This design comes from an exercise in tuning for small area, a short achievable clock period and few clock cycles on the open sky130 flow, not from production work. Function was checked by simulation only, so behaviour that the tests miss may differ from the original. Power is estimated from default activity; no workload was simulated.

<file path="flow/run.sh">
#!/bin/bash
# synth_recipe.tcl (not shown) runs the flow's synth.tcl, then flattens the netlist and writes it again
# the make line also repeats each setting of config.mk as NAME=value (left out here)
make -C /OpenROAD-flow-scripts/flow DESIGN_CONFIG=/design/flow/config.mk WORK_HOME=/design/flow/orfs CLKGATE_MAP_FILE= SYNTH_SCRIPT=/design/flow/synth_recipe.tcl finish
</file>
<file path="flow/constraint.sdc">
create_clock -name core_clock -period 11.0 [get_ports {clk}]
set_input_delay 2.2000 -clock core_clock [delete_from_list [all_inputs] [get_ports {clk}]]
set_output_delay 2.2000 -clock core_clock [all_outputs]
set_load 0.01 [all_outputs]
</file>
<file path="flow/design.v">
module rle_line_enc (
    input  wire        clk,
    input  wire        rst,
    input  wire        cfg_valid,
    output wire        cfg_ready,
    input  wire [15:0] cfg_width,     
    input  wire        cfg_b16,       
    input  wire        s_valid,
    output wire        s_ready,
    input  wire [15:0] s_data,
    output wire        m_valid,
    input  wire        m_ready,
    output wire [15:0] m_data,
    output wire        m_last,
    output wire [17:0] m_len
);
    localparam integer N = 130;           
    localparam integer K = 16;            
    reg [15:0] in_left;                   
    reg        il_zero, il_one;           
    reg        pend;                      
    reg        b16_cur, b16_old;
    wire have_job = !il_zero || pend;
    assign cfg_ready = !pend && (il_zero || il_one);
    wire cfg_hs = cfg_valid && cfg_ready;
    reg        iv, ilast, ib16;           
    reg [15:0] idata;
    reg        av, alast, ab16;           
    reg [15:0] adata;
    reg        eqr;                       
    wire       fire;
    wire       advance = !av || fire;
    assign s_ready = have_job && (!iv || advance);
    wire       acc = s_valid && s_ready;
    wire        new_b16  = pend ? b16_old : b16_cur;
    wire        new_last = pend || il_one;
    wire [15:0] new_data = new_b16 ? s_data : {8'h00, s_data[7:0]};
    localparam [1:0] P_NONE = 2'd0, P_REP = 2'd1, P_LIT = 2'd2;
    reg [1:0] pst;
    reg [6:0] pcnt;
    wire       eq   = eqr && !alast;
    wire [6:0] cnt1 = pcnt + 7'd1;
    wire       c127 = (cnt1 == 7'd127);
    wire p_none = (pst == P_NONE);
    wire p_rep  = (pst == P_REP);
    wire p_lit  = (pst == P_LIT);
    wire rep_last = p_rep && !(eq && !c127);
    wire slots2   = (p_none && !eq) || rep_last;        
    wire slots1   = p_lit && !eq;                       
    wire close    = p_lit && (eq || c127 || alast);     
    wire [6:0] close_len = eq ? pcnt : cnt1;
    wire lit_open = p_none && !eq && !alast;            
    wire [15:0] hdr_word = p_none ? {1'b1, !alast, alast, ab16, 4'b0000, 1'b1, 7'd1}
                                  : {1'b1, 1'b0,   alast, ab16, 4'b0000, 1'b0, cnt1};
    reg [7:0] np;                         
    reg [2:0] fh;                         
    reg [4:0] hp;                         
    wire np_ge3 = (np >= 8'd3);
    wire np_2   = (np == 8'd2);
    wire np_1   = (np == 8'd1);
    wire ok2    = np_ge3 ? (fh[2] && fh[1]) : (np_2 && fh[1] && fh[0]);
    wire ok1    = (np_1 && fh[0]) || (np_2 && fh[1]) || (np == 8'd3 && fh[2]);
    reg [7:0] fq0, fq1, fq2, fq3;         
    reg [1:0] fwp, frp;
    reg [2:0] fcnt;
    wire      ffull  = fcnt[2];
    wire      fempty = (fcnt == 3'd0);
    wire patch_ok = (hp != K[4:0]);
    wire fifo_ok  = !(close && !patch_ok && ffull);
    wire wr_ok    = slots2 ? ok2 : (slots1 ? ok1 : 1'b1);
    assign fire = av && (alast || iv) && wr_ok && fifo_ok;
    wire do2   = fire && slots2;
    wire do1   = fire && slots1;
    wire dpush = fire && close && !patch_ok;
    wire dpat  = fire && close && patch_ok;
    wire selA3 = do2 && np_ge3;
    wire selA2 = do2 && !np_ge3;
    wire selB2 = (do2 && np_ge3) || (do1 && np == 8'd2);
    wire selB1 = (do2 && !np_ge3) || (do1 && np_1);
    wire selB3 = do1 && (np == 8'd3);
    reg  [16*N-1:0] ring;
    wire [15:0] S = ring[16*N-1 -: 16];
    reg [6:0]  rcnt;                      
    reg        rlastpkt, rb16;
    reg [7:0]  skip;                      
    reg        flushing;                  
    reg        ov, olast;
    reg [15:0] od;
    reg [17:0] olen;
    assign m_valid = ov;
    assign m_data  = od;
    assign m_last  = olast;
    assign m_len   = olen;
    wire [7:0] fhead = (frp == 2'd0) ? fq0 : (frp == 2'd1) ? fq1 : (frp == 2'd2) ? fq2 : fq3;
    wire in_skip = (skip != 8'd0);
    wire hdr_mode = (rcnt == 7'd0);
    wire can_out = !ov || m_ready;
    wire hdr_ok  = S[15] && (!S[14] || !fempty);
    wire consume = !in_skip && can_out && (!hdr_mode || hdr_ok);
    wire miss    = !in_skip && !consume && (!hdr_mode || S[15]);
    wire skip_free = ({1'b0, np} + {1'b0, skip} < N);
    wire freeS   = flushing || consume || (in_skip ? skip_free : (hdr_mode && !S[15]));
    wire pop     = consume && hdr_mode && S[14];
    wire [7:0] h_ctrl = S[14] ? {1'b1, fhead[6:0]} : S[7:0];
    wire       h_last = S[14] ? fhead[7] : S[13];
    wire       e_b16  = hdr_mode ? S[12] : rb16;
    integer k;
    reg [16*N-1:0] ring_n;
    always @(*) begin
        ring_n = {ring[16*N-17:0], 16'h0000};
        ring_n[15:0] = {S[15] && !freeS && !rst, S[14:0]};
        for (k = 1; k <= K; k = k + 1) begin
            if (dpat && hp == k - 1) begin
                ring_n[16*k + 14] = 1'b0;
                ring_n[16*k + 13] = alast;
                ring_n[16*k +: 7] = close_len;
            end
        end
        if (selB1) ring_n[16*1 +: 16] = adata;
        if (selA2) ring_n[16*2 +: 16] = hdr_word;
        if (selB2) ring_n[16*2 +: 16] = adata;
        if (selA3) ring_n[16*3 +: 16] = hdr_word;
        if (selB3) ring_n[16*3 +: 16] = adata;
    end
    always @(posedge clk) ring <= ring_n;
    always @(posedge clk) begin
        if (rst) begin
            in_left  <= 16'd0;
            il_zero  <= 1'b1;
            il_one   <= 1'b0;
            pend     <= 1'b0;
            b16_cur  <= 1'b0;
            b16_old  <= 1'b0;
            iv       <= 1'b0;
            av       <= 1'b0;
            pst      <= P_NONE;
            pcnt     <= 7'd0;
            np       <= 8'd1;
            fh       <= 3'b111;
            hp       <= K[4:0];
            fwp      <= 2'd0;
            frp      <= 2'd0;
            fcnt     <= 3'd0;
            rcnt     <= 7'd0;
            skip     <= N - 1;
            flushing <= 1'b1;
            ov       <= 1'b0;
            olast    <= 1'b1;
        end else begin
            if (cfg_hs) begin
                b16_cur <= cfg_b16;
                in_left <= cfg_width;
                il_zero <= (cfg_width == 16'd0);
                il_one  <= (cfg_width == 16'd1);
                if (il_one && !acc) begin
                    pend    <= 1'b1;
                    b16_old <= b16_cur;
                end
            end else if (acc && !pend) begin
                in_left <= in_left - 16'd1;
                il_zero <= (in_left == 16'd1);
                il_one  <= (in_left == 16'd2);
            end
            if (acc && pend)
                pend <= 1'b0;
            if (advance) begin
                av    <= iv;
                adata <= idata;
                alast <= ilast;
                ab16  <= ib16;
                iv    <= acc;
                eqr   <= (new_data == idata);
            end else if (acc) begin
                iv    <= 1'b1;
                eqr   <= (new_data == adata);
            end
            if (acc) begin
                idata <= new_data;
                ilast <= new_last;
                ib16  <= new_b16;
            end
            if (fire) begin
                case (pst)
                    P_NONE: begin
                        if (eq) begin
                            pst <= P_REP; pcnt <= 7'd1;
                        end else if (!alast) begin
                            pst <= P_LIT; pcnt <= 7'd1;
                        end
                    end
                    P_REP: begin
                        if (rep_last) pst <= P_NONE;
                        else          pcnt <= cnt1;
                    end
                    default: begin
                        if (eq) begin
                            pst <= P_REP; pcnt <= 7'd1;
                        end else if (c127 || alast) begin
                            pst <= P_NONE;
                        end else begin
                            pcnt <= cnt1;
                        end
                    end
                endcase
            end
            if (do2)
                np <= np_ge3 ? 8'd2 : 8'd1;
            else if (!do1)
                np <= (np == N - 1) ? 8'd0 : np + 8'd1;
            fh <= {fh[1:0], freeS};
            if (fire && lit_open)
                hp <= np_ge3 ? 5'd3 : 5'd2;
            else if (hp != K[4:0])
                hp <= hp + 5'd1;
            if (dpush) begin
                case (fwp)
                    2'd0: fq0 <= {alast, close_len};
                    2'd1: fq1 <= {alast, close_len};
                    2'd2: fq2 <= {alast, close_len};
                    default: fq3 <= {alast, close_len};
                endcase
                fwp <= fwp + 2'd1;
            end
            if (pop)
                frp <= frp + 2'd1;
            fcnt <= fcnt + {2'b00, dpush} - {2'b00, pop};
            if (skip != 8'd0) begin
                skip <= skip - 8'd1;
                if (skip == 8'd1) flushing <= 1'b0;
            end else if (miss) begin
                skip <= N - 1;
            end
            if (consume) begin
                ov    <= 1'b1;
                olen  <= (olast ? 18'd0 : olen) + (e_b16 ? 18'd2 : 18'd1);
                if (hdr_mode) begin
                    od       <= {8'h00, h_ctrl};
                    olast    <= 1'b0;
                    rb16     <= S[12];
                    rlastpkt <= h_last;
                    rcnt     <= h_ctrl[7] ? h_ctrl[6:0] : 7'd1;
                end else begin
                    od    <= S;
                    olast <= rlastpkt && (rcnt == 7'd1);
                    rcnt  <= rcnt - 7'd1;
                end
            end else if (m_ready) begin
                ov <= 1'b0;
            end
        end
    end
endmodule
</file>
<file path="flow/config.mk">
export PLATFORM = sky130hd
export DESIGN_NAME = rle_line_enc
export DESIGN_NICKNAME = rle_line_enc
export VERILOG_FILES = /design/flow/design.v
export SDC_FILE = /design/flow/constraint.sdc
export NUM_CORES = 4
export LEC_CHECK = 0
export CAP_MARGIN = 20
export CORE_MARGIN = 2
export CORE_UTILIZATION = 30
export PLACE_DENSITY = 0.55
export SLEW_MARGIN = 20
</file>
==> key figures, run 1 <==
Timing
  • Worst Tran Pin Value: 1.07 ns
  • # setup viols final: 0
  • Max-slew headroom: 0.283
  • Fin crit share: 0.549
  • Worst clock skew: 0.0420 ns
  • Final Hold Vio Count: 0
  • RSZ-0062 raised after global routing: no
  • FMAX: roughly 170 MHz
  • Slew Limit Fails: 0
  • Setup TNS: 0 ns
  • Crit path time final: about 6.0 ns

Setup path
  • CP Max Fanout: 26
  • WP buf/inv: 2
  • Largest stage delay, worst path: 0.76 ns
  • CP required: slightly below 9 ns
  • Worst path slowest cell: edfxtp_1
  • CP endpoint kind: output port
  • Cells along the critical path: nor2_2 -> clkinv_1 -> nand2_1 -> a21oi_2 -> o211ai_1 -> and2_1 -> clkdlybuf4s50_1
  • CP Class: reg -> out
  • Worst EP arrival: 3.84 ns
  • Critical Path Source Type: flip-flop
  • Delay-heaviest family, CP: buffers and inverters

Clocking
  • Post-CTS Setup Inserts: 0
  • CTS tree: yes
  • Hold Buf Count CTS: 0
  • Clock latency on the worst-skew pair: about 0.8 ns
  • TritonCTS Buffers: between 200 and 250
  • CTS Sinks: 2258
  • Clock H-tree levels: 4
  • Maximum root-to-sink buffer count: 3
  • Root buf cell: clkbuf_16
  • Clock-pin slew on the worst setup and hold paths: 0.06 ns
  • # resized after CTS: 0

Route
  • Vias per cell: 3.84
  • Drt wl/cell: 12.4 µm
  • DRT antenna net count: 0
  • Routed wire length: 76500 µm
  • DRC viols: 0
  • Pre-Repair DR Iteration Count: 5
  • Routed vias: 23800
  • DR iter-0 viols: between 1000 and 1500

Pwr
  • Cell Pwr Density: 245 nW/µm²
  • Leakage: 24.8 nW
  • Peak supply drop: about 0.00014 V

Final layout
  • Nets: 3753
  • Layout overhead on the synthesized area: 19.6%
  • Design area: 64000 µm²
  • Layout Utilization: 0.362
  • Most frequent cells in the layout: 2153 x dfxtp_1, 212 x clkbuf_16, 189 x nand2_1
  • Commonest non-fill, non-tap cell in the layout: dfxtp_1
  • # diodes: 0
  • Layout cell share with drive strength beyond 1: 0.109

Synth
  • Async set-reset flop share out of synthesis: 0
  • Seq cells post-synth: approximately 2300
  • Area of the mapped netlist: about 53000 µm²
  • Yosys top cell area share: 0.806
  • Sequential fraction of the synthesis area: 0.865
  • Cell count after synthesis: 3461
  • Net Count, Synth: between 3000 and 4000
  • Ys flop type: dfxtp_1
  • Number of flops mapped to enable cells by yosys: 105
  • Avg Cell Area, Syn: 15.4 µm²
  • Leading area contributor after synthesis: dfxtp_1
  • Yosys cell types: 83
  • Largest cells by area after synthesis: dfxtp_1 81%, edfxtp_1 5.9%, nand2_1 1.3%, nor2_1 1.1%, o21ai_0 1.1%
  • Synth warn: 1

Place
  • Gpl congestion: slightly above 0.8
  • HPWL Detailed: 44100 µm
  • Dpl cell area: 56900 µm²
  • PortBufs: between 70 and 80

Global route
  • Initial antenna violation count: 1
  • First-pass GRT wire length: 124000 µm
  • Pin count of the biggest net entering global routing: 76
  • GRT Overall Usage: 0.0846
  • Vias in the first global route: 23400
  • GRT overflow: 0

Hold path
  • Hold crit path type: reg -> reg

Floorplanning
  • Die height: around 430 µm
  • IO Pins: 76
  • DIE AREA: 182000 µm²
  • Starting Density: 0.303
  • Core area: approximately 180000 µm²
  • Die width: 426 µm
  • Row count: 154

Status
  • Outcome: timing/DRC/antenna clean

Job
  • MaxCap Viol Count: 0
-- path summary, 6_finish.rpt --
kind | start | to | slack [ns] | cells after the start
worst min-delay path | ring[1843]$_DFF_P_ | ring[1859]$_DFF_P_ | 0.30 | 0
worst min register to register | ring[1843]$_DFF_P_ | ring[1859]$_DFF_P_ | 0.30 | 0
worst max register to register | alast$_DFFE_PP_ | fcnt[2]$_SDFF_PP0_ | 6.64 | 15
worst max-delay path | alast$_DFFE_PP_ | s_ready | 4.96 | 7
-- power by group --
| part | leakage (nW) | switching [mW] | internal [mW] |
|---|---|---|---|
| Sequential | 18.3 | 0.0581 | 8.37 |
| Clock | 3.43 | 2.93 | 4.12 |
| Combinational | 2.99 | 0.124 | 0.0918 |
-- metrics by stage --
stage | std cells | total power [mW] | hold slack [ns] | setup slack, ns
final | 6189 | 15.7 | 0.298 | 4.96
after detailed placement | 5808 | 8.82 | 0.312 | 5.72
after CTS | 6188 | 15.9 | 0.299 | 4.84
after global placement | 5808 | 8.82 | 0.310 | 5.73
after global routing | 6189 | 16.3 | 0.309 | 4.62
after floorplan | 3461 | 8.74 | 0.310 | 6.38
-- sequential cells by signal, summed over array words and instances, names as in the netlist, 8 cells and up --
name / flops
od: 16
ring: 2080
skip: 8
idata: 16
fq1: 8
np: 8
olen: 18
fq3: 8
fq2: 8
in_left: 16
fq0: 8
adata: 16
-- cell usage after synthesis (all sizes together), types with 15 or more instances --
| master | instances |
|---|---|
| a211oi | 23 |
| a21oi | 84 |
| a31oi | 15 |
| and2 | 29 |
| buf | 16 |
| clkbuf | 61 |
| dfxtp | 2153 |
| edfxtp | 105 |
| ha | 36 |
| inv | 54 |
| mux2 | 41 |
| mux2i | 37 |
| nand2 | 191 |
| nand3 | 40 |
| nor2 | 157 |
| nor2b | 15 |
| nor3 | 34 |
| nor4 | 16 |
| o21ai | 114 |
| xnor2 | 37 |
| xor2 | 36 |
-- cell families after synthesis --
group,count (synthesis),share of synthesized area
DFF,2258,0.865
and+or+nand+nor,561,0.0502
AOI/OAI and AO/OA,320,0.0375
buffers and inverters,132,0.00988
muxes,78,0.0158
xor gates and xnor gates,73,0.0120
adders and majority gates,39,0.00955
-- cell type report --
class                      count  area [µm²]
multi-input combinational   1071        6730
inverter                      55         211
clock inverter                78         942
sequential                  2258       46300
tap                         2340        2930
fill                       16500      113000
timing repair buffer          85         841
clock buffer                 302        6050
-- layer usage --
| layer | track usage | up-vias | part of all wire |
|---|---|---|---|
| met2 | 0.121 | 473 | 0.41 |
| met4 | 0.0359 | 0 | 0.026 |
| met1 | 0.119 | 11300 | 0.51 |
| met3 | 0.0236 | 163 | 0.052 |
| met5 | 0 | - | 0 |
| li1 | - | 11800 | - |
Testbench counts, summed over its fixed seeds: cycles 73,525.
==> run 2: changes to the inputs <==
--- a/flow/config.mk
+++ b/flow/config.mk
@@ -8,5 +8,7 @@
 export CAP_MARGIN = 20
 export CORE_MARGIN = 2
 export CORE_UTILIZATION = 30
+export CTS_CLUSTER_DIAMETER = 100
+export CTS_CLUSTER_SIZE = 30
 export PLACE_DENSITY = 0.55
 export SLEW_MARGIN = 20
==> run 2 against run 1 <==
  * Hold slack lost 0.0073 ns
  * Design area is 7.1% lower
  * Cell count fell by 4.4%
  * Power fell by 21%
  * Sequential power hardly changed
  * Utilization is 2.6 points lower
  * Largest power group unchanged
  * Clock skew grew 0.0064 ns
  * Sequential share of layout area rose by 5.5 points
  * Clock power down 46%
  * Count of clock-buffer cells in the layout down 204
==> key figures, run 2 <==
Status
  • Outcome: timing/DRC/antenna clean

Synth
  • Ys flop type: dfxtp_1
  • Number of flops mapped to enable cells by yosys: 105 (unchanged)
  • Top cells by count, synth: 2153 x dfxtp_1, 190 x nand2_1, 156 x nor2_1
  • Async set-reset flop share out of synthesis: 0 (unchanged)
  • Synth warn: 1 (unchanged)
  • Most common cell in the netlist: dfxtp_1
  • Seq cells post-synth: 2258 (unchanged)
  • Leading area contributor after synthesis: dfxtp_1
  • Net Count, Synth: 3538 (unchanged)
  • Area of the mapped netlist: 53500 µm² (unchanged)
  • Cell count after synthesis: 3461 (unchanged)
  • Yosys cell types: 83 (unchanged)
  • Largest cells by area after synthesis: dfxtp_1 81%, edfxtp_1 5.9%, nand2_1 1.3%, nor2_1 1.1%, o21ai_0 1.1%
  • Yosys top cell area share: 0.806 (unchanged)
  • Avg Cell Area, Syn: 15.4 µm² (unchanged)
  • Sequential fraction of the synthesis area: 0.865 (unchanged)

Pwr
  • Peak supply drop: 0.000107 V (-22%)
  • Leakage: 22.5 nW (-9.0%)
  • Cell Pwr Density: 210 nW/µm² (-15%)
  • Tot Pwr: 12.4 mW (-21%)

Route
  • Routed vias: 22900 (-3.8%)
  • DRC viols: 0 (unchanged)
  • DR iter-0 viols: 1424 (+16%)
  • DRT antenna net count: 0 (unchanged)
  • Vias per cell: 3.86 (+0.59%)
  • Routed wire length: 73700 µm (-3.7%)
  • Pre-Repair DR Iteration Count: 5 (unchanged)
  • Drt wl/cell: 12.5 µm (+0.73%)

Hold path
  • Hold wc startpoint: ring[1843]$_DFF_P_
  • Hold crit path type: reg -> reg

Global route
  • M2 GR Usage: 0.118 (-0.00306)
  • Pin count of the biggest net entering global routing: 76 (unchanged)
  • GRT Overall Usage: 0.0807 (-0.00387)
  • Initial antenna violation count: 0 (-1)
  • M1 GR Usage: 0.118 (-0.00178)
  • Vias in the first global route: 21900 (-6.4%)
  • Global routing usage on met3: 0.0186 (-0.00500)
  • First-pass GRT wire length: 119000 µm (-4.2%)
  • Top Usage Layer GRT: met1
  • GRT overflow: 0 (unchanged)

Timing
  • Final Hold Vio Count: 0 (unchanged)
  • Slew Limit Fails: 0 (unchanged)
  • FMAX: 167 MHz (+0.56%)
  • Crit path time final: 6.01 ns (-0.0334 ns)
  • # setup viols final: 0 (unchanged)
  • Worst clock skew: 0.0484 ns (+0.00644 ns)
  • Fin crit share: 0.546 (-0.00303)
  • Max-slew headroom: 0.271 (-0.0119)
  • Worst Tran Pin Value: 1.09 ns (+0.0178 ns)
  • RSZ-0062 raised after global routing: no
  • Setup TNS: 0 ns (unchanged)

Floorplanning
  • Die height: 426 µm (unchanged)
  • Row count: 154 (unchanged)
  • IO Pins: 76 (unchanged)
  • Core area: 177000 µm² (unchanged)
  • Starting Density: 0.303 (unchanged)
  • DIE AREA: 182000 µm² (unchanged)
  • Die width: 426 µm (unchanged)

Final layout
  • Biggest regs: ring: 2080 flops, olen: 18 flops
  • Nets: 3635 (-3.1%)
  • Design area: 59400 µm² (-7.1%)
  • Most flops, register: ring
  • Commonest non-fill, non-tap cell in the layout: dfxtp_1
  • Layout Utilization: 0.336 (-0.0258)
  • Most frequent cells in the layout: 2153 x dfxtp_1, 189 x nand2_1, 154 x nor2_1
  • Register area: 46300 µm² (unchanged)
  • Max reg flops: 2080 (unchanged)
  • Footprint of the multi-input gates: 6730 µm² (unchanged)
  • Layout cell share with drive strength beyond 1: 0.0528 (-0.0560)
  • Layout overhead on the synthesized area: 11.1%
  • Filler cells: 16800 (+1.9%)

Place
  • HPWL Detailed: 44100 µm (unchanged)
  • PortBufs: 75 (unchanged)
  • Dpl cell area: 56900 µm² (unchanged)
  • Gpl congestion: 0.810 (unchanged)

Setup path
  • Worst path slowest cell: edfxtp_1
  • Worst EP arrival: 3.81 ns (-0.03 ns)
  • CP Class: reg -> out
  • CP endpoint kind: output port
  • CP Max Fanout: 26 (unchanged)
  • Cells along the critical path: nor2_2 -> clkinv_1 -> nand2_1 -> a21oi_2 -> o211ai_1 -> and2_1 -> clkdlybuf4s50_1
  • Critical Path Source Type: flip-flop
  • Largest stage delay, worst path: 0.78 ns (+0.02 ns)
  • Worst r2r src: alast$_DFFE_PP_
  • CP required: 8.80 ns (about the same)
  • Worst setup startpoint: alast$_DFFE_PP_

Clocking
  • Clock-pin slew on the worst setup and hold paths: 0.12 ns (+0.06 ns)
  • CTS Sinks: 2258 (unchanged)
  • Hold Buf Count CTS: 0 (unchanged)
  • CTS tree: yes
  • Root buf cell: clkbuf_16
  • Post-CTS Setup Inserts: 0 (unchanged)
  • # resized after CTS: 0 (unchanged)
  • Clock latency on the worst-skew pair: 0.71 ns (-0.08 ns)
  • Maximum root-to-sink buffer count: 3 (unchanged)
  • Clock H-tree levels: 3 (-1)
  • TritonCTS Buffers: 87 (-58%)

Job
  • MaxCap Viol Count: 0 (unchanged)
run 2: path summary, 6_finish.rpt:
kind | endpoint | slack [ns] | cells past startpoint
worst max-delay path | s_ready | 4.99 | 7
worst min-delay path | ring[1859]$_DFF_P_ | 0.29 | 0
worst max register to register | fcnt[2]$_SDFF_PP0_ | 6.62 | 15
worst min register to register | ring[1859]$_DFF_P_ | 0.29 | 0
run 2: power breakdown:
part,internal (mW),switching [mW]
clock network,1.51,2.31
logic,0.0918,0.124
registers,8.36,0.0581
run 2: per-layer routing:
metal	vias up	part of all wire	routed length [µm]
met1	11000	0.52	38600
met4	0	0.026	1930
met2	326	0.41	30000
met5	-	0	0
met3	134	0.043	3150
li1	11400	-	-
run 2: worst max-delay path: cells and delay by family, from the launching register on:
family          cells  cell delay, ns
simple gates        3            0.91
flops               1            0.78
compound gates      2            0.46
buf+inv             2            0.92
run 2: layout make-up:
| type | count | share of cell area |
|---|---|---|
| clock buffers | 98 | 0.0381 |
| multi-input cells | 1071 | 0.113 |
| diodes | 1 | 0.0000421 |
| repair buffers | 85 | 0.0142 |
| inverters | 55 | 0.00356 |
| flip-flops and latches | 2258 | 0.779 |
| well taps | 2340 | 0.0493 |
| clock inverters | 11 | 0.00305 |
run 2: cells by family after synthesis:
family	count (synthesis)	synth area share
buf+inv	132	0.00988
xor+xnor	73	0.0120
fa+ha+maj	39	0.00955
simple gates	561	0.0502
flops	2258	0.865
mux	78	0.0158
compound gates	320	0.0375
run 2: stage by stage:
stage | cells | hold WS [ns] | setup WS [ns]
6_report | 5919 | 0.291 | 4.99
5_1_grt | 5918 | 0.301 | 4.64
4_1_cts | 5917 | 0.280 | 4.86
3_5_place_dp | 5808 | 0.312 | 5.72
3_3_place_gp | 5808 | 0.310 | 5.73
2_1_floorplan | 3461 | 0.310 | 6.38

==> afterwards: timing with drivers on the ports <==
The flow's constraints put no driver on any port. The routed layouts listed below were extracted and timed again, unchanged, in two steps.
Step 1 assumes that a clkbuf_16 drives the clock port and a buf_2 every other input.
Step 2 moves the port delays by t, midway between the first and last clock arrival at a register: inputs arrive t later, outputs are due t later. That takes back most of the time a late clock gives input paths.
Slacks: ideal ports / drivers / drivers and shift; pairs: ideal ports / drivers.
run	t, ns	setup WS [ns]	worst setup path at the end	worst register clock-pin slew, ns	worst slew at a driven data input, ns
run 1	0.847	4.961 / 4.890 / 5.737	register to output	0.07 / 0.07	0.05
run 2	0.762	4.994 / 4.924 / 5.685	register to output	0.12 / 0.12	0.05
After both steps setup and hold are still met in every run listed.
